Source: an optimization exercise on an open RTL-to-GDS flow (aim: small area, a short achievable clock period and few clock cycles). Production flows keep margins and buffers that such runs may drop. Function was checked by simulation only, so behaviour that the tests miss may differ from the original.

`flow/config.mk`:
```
export PLATFORM = sky130hd
export DESIGN_NAME = ltt_calib
export DESIGN_NICKNAME = ltt_calib
export VERILOG_FILES = /design/flow/design.v
export SDC_FILE = /design/flow/constraint.sdc
export NUM_CORES = 4
export LEC_CHECK = 0
export CAP_MARGIN = 20
export CORE_MARGIN = 2
export CORE_UTILIZATION = 40
export PLACE_DENSITY = 0.6
export SLEW_MARGIN = 20
```
`flow/constraint.sdc`:
```
create_clock -name core_clock -period 22.0 [get_ports {clk}]
set_input_delay 4.4000 -clock core_clock [delete_from_list [all_inputs] [get_ports {clk}]]
set_output_delay 4.4000 -clock core_clock [all_outputs]
set_load 0.01 [all_outputs]
```
`flow/design.v`:
```
module fp_round #(
    parameter W = 48
) (
    input  wire              sign,
    input  wire signed [11:0] e,
    input  wire [W-1:0]      m,
    output reg  [31:0]       r
);
    integer i;
    reg [6:0]          lz;
    reg [W-1:0]        mn;
    reg signed [11:0]  en;
    reg [11:0]         rsh;
    reg [W-1:0]        ms;
    reg                st_sh;
    reg [23:0]         top;
    reg                g;
    reg                st;
    reg [30:0]         packed_mag;
    reg                inc;
    reg [30:0]         mag;
    always @* begin
        mn = m;
        lz = 7'd0;
        for (i = 32; i >= 1; i = i / 2) begin
            if (i < W && (mn >> (W - i)) == {W{1'b0}}) begin
                mn = mn << i;
                lz = lz + i[6:0];
            end
        end
        en = e - $signed({5'd0, lz});
        ms    = mn;
        st_sh = 1'b0;
        if (en < 12'sd1) begin
            rsh = 12'd1 - en;
            if (rsh >= W) begin
                ms    = {W{1'b0}};
                st_sh = |mn;
            end else begin
                ms    = mn >> rsh;
                st_sh = |(mn & ~({W{1'b1}} << rsh));
            end
            en = 12'sd0;
        end else begin
            rsh = 12'd0;
        end
        top = ms[W-1:W-24];
        g   = ms[W-25];
        st  = (|ms[W-26:0]) | st_sh;
        packed_mag = {(top[23] ? en[7:0] : 8'd0), top[22:0]};
        inc = g & (st | top[0]);
        mag = packed_mag + {30'd0, inc};
        if (m == {W{1'b0}})
            r = {sign, 31'd0};
        else if (en >= 12'sd255)
            r = {sign, 8'hFF, 23'd0};
        else if (mag[30:23] == 8'hFF)
            r = {sign, 8'hFF, 23'd0};
        else
            r = {sign, mag};
    end
endmodule
module fp_add (
    input  wire [31:0] a,
    input  wire [31:0] b,
    input  wire        sub,
    output reg  [31:0] r
);
    wire [31:0] bb = {b[31] ^ sub, b[30:0]};
    wire        a_nan = (a[30:23] == 8'hFF) && (a[22:0] != 0);
    wire        b_nan = (bb[30:23] == 8'hFF) && (bb[22:0] != 0);
    wire        a_inf = (a[30:23] == 8'hFF) && (a[22:0] == 0);
    wire        b_inf = (bb[30:23] == 8'hFF) && (bb[22:0] == 0);
    wire        swap = bb[30:0] > a[30:0];
    wire [31:0] x = swap ? bb : a;
    wire [31:0] y = swap ? a : bb;
    wire [7:0]  ex = (x[30:23] == 0) ? 8'd1 : x[30:23];
    wire [7:0]  ey = (y[30:23] == 0) ? 8'd1 : y[30:23];
    wire [23:0] mx = {x[30:23] != 0, x[22:0]};
    wire [23:0] my = {y[30:23] != 0, y[22:0]};
    wire [7:0]  d  = ex - ey;
    wire        eff_sub = x[31] ^ y[31];
    wire [50:0] ax = {1'b0, mx, 26'd0};
    wire [50:0] ay = {1'b0, my, 26'd0};
    reg  [50:0] ays;
    reg         st;
    reg  [50:0] sum;
    wire [31:0] rr;
    always @* begin
        if (d > 8'd50) begin
            ays = 51'd0;
            st  = |ay;
        end else begin
            ays = ay >> d;
            st  = |(ay & ~({51{1'b1}} << d));
        end
        ays[0] = ays[0] | st;
        sum = eff_sub ? (ax - ays) : (ax + ays);
    end
    fp_round #(.W(51)) u_round (
        .sign(x[31]), .e($signed({4'd0, ex}) + 12'sd1), .m(sum), .r(rr));
    always @* begin
        if (a_nan || b_nan || (a_inf && b_inf && (a[31] != bb[31])))
            r = 32'h7FC00000;
        else if (a_inf)
            r = a;
        else if (b_inf)
            r = bb;
        else if (sum == 51'd0)
            r = {(a[31] == bb[31]) ? a[31] : 1'b0, 31'd0};
        else
            r = rr;
    end
endmodule
module fp_mul (
    input  wire [31:0] a,
    input  wire [31:0] b,
    output reg  [31:0] r
);
    wire        sa = a[31];
    wire        sb = b[31];
    wire [7:0]  ea = a[30:23];
    wire [7:0]  eb = b[30:23];
    wire        a_nan  = (ea == 8'hFF) && (a[22:0] != 0);
    wire        b_nan  = (eb == 8'hFF) && (b[22:0] != 0);
    wire        a_inf  = (ea == 8'hFF) && (a[22:0] == 0);
    wire        b_inf  = (eb == 8'hFF) && (b[22:0] == 0);
    wire        a_zero = (a[30:0] == 0);
    wire        b_zero = (b[30:0] == 0);
    wire        s = sa ^ sb;
    wire [23:0] ma = {ea != 0, a[22:0]};
    wire [23:0] mb = {eb != 0, b[22:0]};
    wire [47:0] p  = ma * mb;
    wire signed [11:0] ep = $signed({4'd0, (ea == 0) ? 8'd1 : ea})
                          + $signed({4'd0, (eb == 0) ? 8'd1 : eb}) - 12'sd126;
    wire [31:0] rr;
    fp_round #(.W(48)) u_round (.sign(s), .e(ep), .m(p), .r(rr));
    always @* begin
        if (a_nan || b_nan || (a_inf && b_zero) || (b_inf && a_zero))
            r = 32'h7FC00000;
        else if (a_inf || b_inf)
            r = {s, 8'hFF, 23'd0};
        else if (a_zero || b_zero)
            r = {s, 31'd0};
        else
            r = rr;
    end
endmodule
module fp_div #(
    parameter K = 13
) (
    input  wire        clk,
    input  wire        start,
    input  wire        step,
    input  wire [31:0] a,
    input  wire [31:0] b,
    output wire [31:0] r
);
    localparam NC = (26 + K - 1) / K;    
    localparam NB = NC * K;              
    localparam RW = 28;                  
    wire        a_nan  = (a[30:23] == 8'hFF) && (a[22:0] != 0);
    wire        b_nan  = (b[30:23] == 8'hFF) && (b[22:0] != 0);
    wire        a_inf  = (a[30:23] == 8'hFF) && (a[22:0] == 0);
    wire        b_inf  = (b[30:23] == 8'hFF) && (b[22:0] == 0);
    wire        a_zero = (a[30:0] == 0);
    wire        b_zero = (b[30:0] == 0);
    wire        s      = a[31] ^ b[31];
    wire [23:0] ma = {a[30:23] != 0, a[22:0]};
    wire [23:0] mb = {b[30:23] != 0, b[22:0]};
    reg  [4:0]  lza, lzb;
    integer i;
    always @* begin
        lza = 5'd0;
        for (i = 0; i < 24; i = i + 1)
            if (ma[i]) lza = 5'd23 - i[4:0];
        lzb = 5'd0;
        for (i = 0; i < 24; i = i + 1)
            if (mb[i]) lzb = 5'd23 - i[4:0];
    end
    wire signed [11:0] ea = $signed({4'd0, (a[30:23] == 0) ? 8'd1 : a[30:23]}) - $signed({7'd0, lza});
    wire signed [11:0] eb = $signed({4'd0, (b[30:23] == 0) ? 8'd1 : b[30:23]}) - $signed({7'd0, lzb});
    reg                special;
    reg  [31:0]        special_r;
    reg                sign_q;
    reg signed [11:0]  eq;
    reg  [RW-1:0]      ws, wc;       
    reg  [RW-1:0]      dd;           
    reg  [NB-1:0]      q, qm;        
    reg  [RW-1:0] s2, c2, ad, sn, cn;
    reg  [NB-1:0] qn, qmn;
    reg  [3:0]    y;
    reg           qp, qz;
    integer j;
    always @* begin
        sn  = ws;
        cn  = wc;
        qn  = q;
        qmn = qm;
        for (j = 0; j < K; j = j + 1) begin
            s2 = sn << 1;
            c2 = cn << 1;
            y  = s2[RW-1:RW-4] + c2[RW-1:RW-4];
            qp = !y[3];                  
            qz = (y == 4'b1111);         
            ad = qp ? ~dd : (qz ? {RW{1'b0}} : dd);
            sn = s2 ^ c2 ^ ad;
            cn = {((s2 & c2) | (s2 & ad) | (c2 & ad)), qp};
            if (qp) begin
                qmn = {qn[NB-2:0], 1'b0};
                qn  = {qn[NB-2:0], 1'b1};
            end else if (qz) begin
                qmn = {qmn[NB-2:0], 1'b1};
                qn  = {qn[NB-2:0], 1'b0};
            end else begin
                qn  = {qmn[NB-2:0], 1'b1};
                qmn = {qmn[NB-2:0], 1'b0};
            end
        end
    end
    wire [RW-1:0] wsum = ws + wc;
    wire          wneg = wsum[RW-1];
    wire          wnz  = wneg ? (wsum != (~dd + 1'b1)) : (wsum != {RW{1'b0}});
    wire [NB-1:0] qf   = wneg ? qm : q;
    wire [31:0] rr;
    fp_round #(.W(NB + 1)) u_round (.sign(sign_q), .e(eq), .m({qf, wnz}), .r(rr));
    assign r = special ? special_r : rr;
    always @(posedge clk) begin
        if (start) begin
            sign_q  <= s;
            eq      <= ea - eb + 12'sd127;
            ws      <= {4'd0, ma << lza};
            wc      <= {RW{1'b0}};
            dd      <= {3'd0, mb << lzb, 1'b0};
            q       <= {NB{1'b0}};
            qm      <= {NB{1'b0}};
            if (a_nan || b_nan || (a_zero && b_zero) || (a_inf && b_inf)) begin
                special   <= 1'b1;
                special_r <= 32'h7FC00000;
            end else if (a_inf || b_zero) begin
                special   <= 1'b1;
                special_r <= {s, 8'hFF, 23'd0};
            end else if (a_zero || b_inf) begin
                special   <= 1'b1;
                special_r <= {s, 31'd0};
            end else begin
                special   <= 1'b0;
            end
        end else if (step) begin
            ws <= sn;
            wc <= cn;
            q  <= qn;
            qm <= qmn;
        end
    end
endmodule
module fp_lt (
    input  wire [31:0] a,
    input  wire [31:0] b,
    output reg         lt
);
    wire a_nan = (a[30:23] == 8'hFF) && (a[22:0] != 0);
    wire b_nan = (b[30:23] == 8'hFF) && (b[22:0] != 0);
    always @* begin
        if (a_nan || b_nan)
            lt = 1'b0;
        else if (a[30:0] == 0 && b[30:0] == 0)
            lt = 1'b0;
        else if (a[31] != b[31])
            lt = a[31];
        else if (!a[31])
            lt = a[30:0] < b[30:0];
        else
            lt = a[30:0] > b[30:0];
    end
endmodule
module ltt_calib (
    input  wire        clk,
    input  wire        rst,
    input  wire        start,
    input  wire [31:0] cal_a,
    input  wire [31:0] cal_b,
    input  wire [31:0] maxi,
    input  wire [31:0] intensity,
    input  wire [31:0] rext,
    output wire        ready,
    output reg         done,
    output reg  [7:0]  code,
    output reg  [1:0]  err
);
    localparam [31:0] F_ZERO = 32'h00000000;
    localparam [31:0] F_TWO  = 32'h40000000;
    localparam [31:0] F_900  = 32'h44610000;
    localparam [1:0] E_OK = 2'd0, E_ARG = 2'd1, E_NUMERIC = 2'd2;
    localparam DK  = 9;                       
    localparam DNC = (26 + DK - 1) / DK;      
    localparam [4:0]
        S_IDLE   = 5'd0,
        S_INIT   = 5'd1,
        S_XX     = 5'd2,
        S_BX     = 5'd3,
        S_AXX    = 5'd4,
        S_A2X    = 5'd5,
        S_NUM    = 5'd6,
        S_DEN    = 5'd7,
        S_DIVL   = 5'd8,
        S_DIVS   = 5'd9,
        S_DIVR   = 5'd10,
        S_UPD    = 5'd11,
        S_FIN    = 5'd12,
        S_SDIVL  = 5'd13,
        S_SDIVS  = 5'd14,
        S_FLOOR  = 5'd15,
        S_NUM1   = 5'd16;
    reg [4:0]  state;
    reg [3:0]  iter;
    reg [1:0]  dcnt;
    reg [31:0] ra, rb, rmax, ri, rr4;
    reg [31:0] a2, x, xp, t1, t2, num, den;
    reg  [31:0] mul_a, mul_b;
    wire [31:0] mul_r;
    reg  [31:0] add_a, add_b;
    reg         add_sub;
    wire [31:0] add_r;
    reg  [31:0] div_a, div_b;
    wire [31:0] div_r;
    wire [31:0] cvt_r;
    wire        i_lt_zero, max_lt_i;
    fp_mul u_mul (.a(mul_a), .b(mul_b), .r(mul_r));
    fp_add u_add (.a(add_a), .b(add_b), .sub(add_sub), .r(add_r));
    fp_div #(.K(DK)) u_div (.clk(clk), .start(state == S_DIVL || state == S_SDIVL),
                  .step(state == S_DIVS || state == S_SDIVS),
                  .a(div_a), .b(div_b), .r(div_r));
    fp_round #(.W(32)) u_cvt (.sign(1'b0), .e(12'sd160), .m(rr4), .r(cvt_r));
    fp_lt u_lt0 (.a(ri), .b(F_ZERO), .lt(i_lt_zero));
    fp_lt u_ltm (.a(rmax), .b(ri), .lt(max_lt_i));
    wire i_nan   = (ri[30:23] == 8'hFF) && (ri[22:0] != 0);
    wire x_fin   = (x[30:23] != 8'hFF);
    wire y_fin   = (div_r[30:23] != 8'hFF);
    assign ready = (state == S_IDLE);
    always @* begin
        mul_a = x;    mul_b = x;
        add_a = t1;   add_b = t2;   add_sub = 1'b0;
        div_a = num;  div_b = den;
        case (state)
            S_INIT: begin mul_a = F_TWO;  mul_b = ra;
                          add_a = a2x0;   add_b = rb;   add_sub = 1'b0; end
            S_NUM1: begin add_a = s0;     add_b = ri;   add_sub = 1'b1; end
            S_XX:   begin mul_a = x;      mul_b = x;    end
            S_BX:   begin mul_a = rb;     mul_b = x;    end
            S_AXX:  begin mul_a = ra;     mul_b = t1;   end
            S_A2X:  begin mul_a = a2;     mul_b = x;
                          add_a = t1;     add_b = t2;   add_sub = 1'b0; end
            S_NUM:  begin add_a = t1;     add_b = ri;   add_sub = 1'b1; end
            S_DEN:  begin add_a = t2;     add_b = rb;   add_sub = 1'b0; end
            S_UPD:  begin add_a = x;      add_b = t1;   add_sub = 1'b1; end
            S_FIN:  begin mul_a = rr4;    mul_b = x;    end
            S_SDIVL: begin div_a = t1;    div_b = F_900; end
            default: ;
        endcase
    end
    wire [7:0]  ye = div_r[30:23];
    wire [23:0] ym = {1'b1, div_r[22:0]};
    wire [7:0]  ysh = 8'd150 - ye;
    wire a_big  = (ra[30:23] >= 8'd254);             
    wire a_spec = (ra[30:23] == 8'hFF);
    wire b_spec = (rb[30:23] == 8'hFF);
    wire [31:0] a2x0 = a_big ? 32'h7FC00000 : {ra[31], 31'd0};
    wire [31:0] s0   = (a_spec || b_spec) ? 32'h7FC00000 : {ra[31] & rb[31], 31'd0};
    wire [3:0]  iter1 = iter + 4'd1;
    wire        same1 = (add_r == x);
    wire        same2 = (add_r == xp) && (iter != 4'd0);
    always @(posedge clk) begin
        if (state == S_IDLE) begin
            ra   <= cal_a;
            rb   <= cal_b;
            rmax <= maxi;
            ri   <= intensity;
            rr4  <= rext;
        end
        if (rst) begin
            state <= S_IDLE;
            done  <= 1'b0;
        end else begin
            done <= 1'b0;
            case (state)
                S_IDLE: begin
                    if (start)
                        state <= S_INIT;
                end
                S_INIT: begin
                    if (i_nan) begin
                        err   <= E_ARG;
                        code  <= 8'd0;
                        done  <= 1'b1;
                        state <= S_IDLE;
                    end else begin
                        state <= S_NUM1;
                    end
                    den   <= add_r;
                    if (i_lt_zero)
                        ri <= F_ZERO;
                    else if (max_lt_i)
                        ri <= rmax;
                    a2    <= mul_r;
                    rr4   <= cvt_r;
                    x     <= F_ZERO;
                    iter  <= 4'd0;
                end
                S_XX:  begin t1 <= mul_r;  state <= S_BX;  end
                S_BX:  begin t2 <= mul_r;  state <= S_AXX; end
                S_AXX: begin t1 <= mul_r;  state <= S_A2X; end
                S_A2X: begin t2 <= mul_r;  t1 <= add_r; state <= S_NUM; end
                S_NUM: begin num <= add_r; state <= S_DEN; end
                S_NUM1: begin num <= add_r; state <= S_DIVL; end
                S_DEN: begin den <= add_r; state <= S_DIVL; end
                S_DIVL: begin dcnt <= 2'd0; state <= S_DIVS; end
                S_DIVS: begin
                    dcnt <= dcnt + 2'd1;
                    if (dcnt == DNC - 1)
                        state <= S_DIVR;
                end
                S_DIVR: begin t1 <= div_r; state <= S_UPD; end
                S_UPD: begin
                    iter <= iter1;
                    xp   <= x;
                    if (same1 || iter1 == 4'd10) begin
                        x     <= add_r;
                        state <= S_FIN;
                    end else if (same2) begin
                        x     <= iter1[0] ? x : add_r;
                        state <= S_FIN;
                    end else begin
                        x     <= add_r;
                        state <= S_XX;
                    end
                end
                S_FIN: begin
                    if (!x_fin) begin
                        err   <= E_NUMERIC;
                        code  <= 8'd0;
                        done  <= 1'b1;
                        state <= S_IDLE;
                    end else begin
                        t1    <= mul_r;
                        state <= S_SDIVL;
                    end
                end
                S_SDIVL: begin dcnt <= 2'd0; state <= S_SDIVS; end
                S_SDIVS: begin
                    dcnt <= dcnt + 2'd1;
                    if (dcnt == DNC - 1)
                        state <= S_FLOOR;
                end
                S_FLOOR: begin
                    done  <= 1'b1;
                    state <= S_IDLE;
                    if (!y_fin) begin
                        err  <= E_NUMERIC;
                        code <= 8'd0;
                    end else if (div_r[31] && div_r[30:0] != 0) begin
                        err  <= E_NUMERIC;
                        code <= 8'd0;
                    end else if (ye >= 8'd135) begin
                        err  <= E_NUMERIC;
                        code <= 8'd0;
                    end else if (ye < 8'd127) begin
                        err  <= E_OK;
                        code <= 8'd0;
                    end else begin
                        err  <= E_OK;
                        code <= ym >> ysh;
                    end
                end
                default: state <= S_IDLE;
            endcase
        end
    end
endmodule
```
`flow/run.sh`:
```
#!/bin/bash
# synth_recipe.tcl (not shown) runs the flow's synth.tcl, then flattens the netlist and writes it again
# the make line also repeats each setting of config.mk as NAME=value (left out here)
make -C /OpenROAD-flow-scripts/flow DESIGN_CONFIG=/design/flow/config.mk WORK_HOME=/design/flow/orfs CLKGATE_MAP_FILE= SYNTH_SCRIPT=/design/flow/synth_recipe.tcl finish
```
==> impl_metrics.env <==
export IMPL_status="complete, no violations"
export IMPL_fillers=25219
export IMPL_synth_seq_cells=556
export IMPL_crit_path_start_kind="flip-flop"
export IMPL_reg2reg_setup_slack_ps=1010
export IMPL_area_delta_synth_final_pct=11.3
export IMPL_ys_async_sr_fraction_pct=0
export IMPL_path_class="flip-flop to flip-flop"
export IMPL_nets=14297
export IMPL_utilization_pct=44.6
export IMPL_worstHoldEndpoint="u_div.wc[25]"
export IMPL_crit_fanout=55
export IMPL_drv_slew=0
export IMPL_cp_num_buf_inv=15
export IMPL_setup_viol=0
export IMPL_cts_inserted_buffers=61
export IMPL_synth_edf_count=401
export IMPL_final_area_mm2=0.111
export IMPL_yosysTopAreaCell="fa_1"
export IMPL_row_count=183
export IMPL_via_per_inst=6.55
export IMPL_synth_most_common_cell="nor2_1"
export IMPL_core_mm2=0.248
export IMPL_finalHoldViolCount=0
export IMPL_cts_tree="yes"
export IMPL_avgSynthCellArea_um2=7.70
export IMPL_start_util_pct=40.1
export IMPL_vias=107402
export IMPL_worst_pin_slew_ps=1210
export IMPL_synth_warning_count=9
export IMPL_finalWorstSetupSlack_ps=1010
export IMPL_worst_ep_arrival_time_ps=21400
export IMPL_grt_max_degree=93
export IMPL_detail_route_wl_per_cell_um=30.4
export IMPL_cp_slowest_stage_delay_ps=770
export IMPL_cp_end_kind="flip-flop"
export IMPL_max_freq_mhz=47.6
export IMPL_routed_wl_um=499000
export IMPL_first_pass_iters=9
export IMPL_antenna_left=0
export IMPL_die_x_um=503
export IMPL_multi_input_area_mm2=0.0783
export IMPL_antenna_found_initial=35
export IMPL_critical_path_top_delay_family="simple AND/OR/NAND/NOR gates"
export IMPL_r2r_start="state[3]"
export IMPL_detailedPlace_worstSlack_ps=-43.6
export IMPL_syn_instance_count=12921
export IMPL_place_congestion=1.07
export IMPL_grt_pass1_wl_um=724000
export IMPL_regArea_mm2=0.0151
export IMPL_synth_top_cell_area_share_pct=14.2
export IMPL_synth_nets=14215
export IMPL_io_pins=175
export IMPL_drive_above_1_share_pct=10.7
export IMPL_track_usage_pct=38.3
export IMPL_cts_root_buf="clkbuf_16"
export IMPL_slew_headroom_pct=19.2
export IMPL_r2r_end="t1[6]"
export IMPL_clk_pin_slew_ps=60
export IMPL_hold_path_cell_count=2
export IMPL_ctsHoldBuffers=0
export IMPL_cts_max_level=2
export IMPL_clock_latency_ps=710
export IMPL_gr_total_overflow=0
export IMPL_port_buffers=174
export IMPL_worst_r2r_cell_count=69
export IMPL_synth_area_top_cells="fa_1 (14%), edfxtp_1 (12%), nor2_1 (6.4%)"
export IMPL_dpl_cell_area_mm2=0.108
export IMPL_drc=0
export IMPL_hp_class="flip-flop to flip-flop"
export IMPL_die_area_mm2=0.253
export IMPL_drtIter0Drc=14792
export IMPL_dp_hpwl_um=400000
export IMPL_hp_start="u_div.wc[25]"
export IMPL_min_period_over_period_pct=95.4
export IMPL_cp_required_ps=22400
export IMPL_synth_main_ff_cell="edfxtp_1"
export IMPL_grt_pass1_vias=101070
export IMPL_syn_area_mm2=0.0995
export IMPL_die_h_um=503
export IMPL_ys_seq_area_share_pct=15.2
export IMPL_numClockSinks=556
export IMPL_synth_cell_types=142
export IMPL_skew_ps=48.9
export IMPL_clockBufferDepth=3
export IMPL_yosys_top_cells_count="nor2_1 (1694), nand2_1 (1178), inv_1 (964)"
export IMPL_crit_slowest_cell="or4_1"
export IMPL_drv_cap=0
export IMPL_period_minus_slack_ps=20990
[metal layers]
metal  vias to the layer above  wire length [um]  GRT usage (%)
met5                         -               113              0
met1                     52109            198000           50.2
met4                        18             36900           23.4
met3                      1486             48200           7.35
met2                      6612            215000           58.1
li1                      47177                 -              -
[stage by stage]
stage,setup TNS (ps),cells,hold slack [ps]
floorplan,0,12921,421
global placement,-1730,16245,453
detailed placement,-871,16247,455
CTS,0,16361,464
global route,-383,16397,494
finish,0,16408,464
[worst reg2reg max path: cells and delay by family (launching register included)]
kind | cells | cell delay (ps)
XOR/XNOR | 2 | 920
AND/OR/NAND/NOR | 21 | 6720
flip-flops | 1 | 410
buffers and inverters | 15 | 2810
adder cells (fa/ha/maj) | 11 | 4640
AO/OA/AOI/OAI | 20 | 5200
[placed cells by master, fill, tap and decap left out, types with 113 or more instances in the layout]
cell type           n
a211oi_1          171
a21o_1            134
a21oi_1           927
a22oi_1           118
buf_4             691
clkdlybuf4s50_1   174
dfxtp_1           153
edfxtp_1          401
fa_1              702
ha_1              424
inv_1             961
mux2_2            113
mux2i_1           471
nand2_1          1172
nand3_1           387
nand4_1           156
nor2_1           1674
nor3_1            325
nor4_1            161
o211ai_1          123
o21ai_0           634
o22ai_1           162
xnor2_1           250
[state kept, by name (all words and copies together) (netlist names), 28 cells and up]
signal and cells:
u_div.ws 28, den 32, t1 32, num 32
a2 32, xp 32, rb 32, rmax 32
ra 32, t2 32, x 32, ri 32
rr4 32
[cell families (layout without fill, tap and decap cells)]
logic type	Yosys count	count (layout)	share of synthesized area (%)
flip-flops	556	556	15.2
buffers and inverters	1849	1982	7.24
XOR/XNOR	401	401	3.64
AND/OR/NAND/NOR	4683	4683	21.9
adder cells (fa/ha/maj)	1132	1132	19.6
AO/OA/AOI/OAI	3643	3643	24.9
other	0	24	0
multiplexers	657	657	7.50
[what timing repair did]
item,in CTS,in global routing
buffers inserted,0,21
pin swaps,0,16
setup endpoints to repair,28,264
gates cloned,0,2
gates resized for setup,3,101
[how the worst max path moves through the flow]
stage | slack [ps] | start | end | depth (start not counted)
after global routing | -60 | u_div.ws[23] | u_div.ws[3] | 88
after detailed placement | -40 | state[2] | x[24] | 84
after floorplan | 10 | u_div.ws[23] | u_div.ws[17] | 99
after global placement | -80 | state[2] | x[28] | 89
after CTS | 100 | state[2] | x[2] | 90
final | 1010 | state[3] | t1[6] | 69
[layout make-up]
type,instances,share of cell area [%]
Tap cell,3330,3.76
Timing Repair inverter,1,0.00452
Multi-Input combinational cell,10516,70.8
Clock inverter,40,0.357
Timing Repair Buffer,881,6.51
Clock buffer,74,1.52
Sequential cell,556,13.7
Antenna cell,24,0.0542
Inverter,986,3.36
Testbench counts, summed over its fixed seeds: cycles 55,392.

==> static timing again, ports no longer ideal <==
The flow's constraints put no driver on any port. The routed layout listed below was extracted and timed again, unchanged, in two steps.
Step 1: set_driving_cell puts a clkbuf_16 on clk and a buf_2 on each other input, an assumption about the parent block.
Step 2, shift: input delay + t, output delay - t, t = (earliest + latest rising clock arrival at the registers) / 2. This alone moves slack from input paths to output paths.
Slacks: no drivers / after step 1 / after step 2; pairs: no drivers / after step 1.
shift t [ns]: 0.770
slack for setup (ns): 1.006 / 1.006 / 1.006
worst hold slack (ns): 0.464 / 0.464 / 0.464
After both steps setup and hold are still met in this run. The setup slack of this run moves by 0.000 ns with the drivers and by 0.000 ns with both steps.
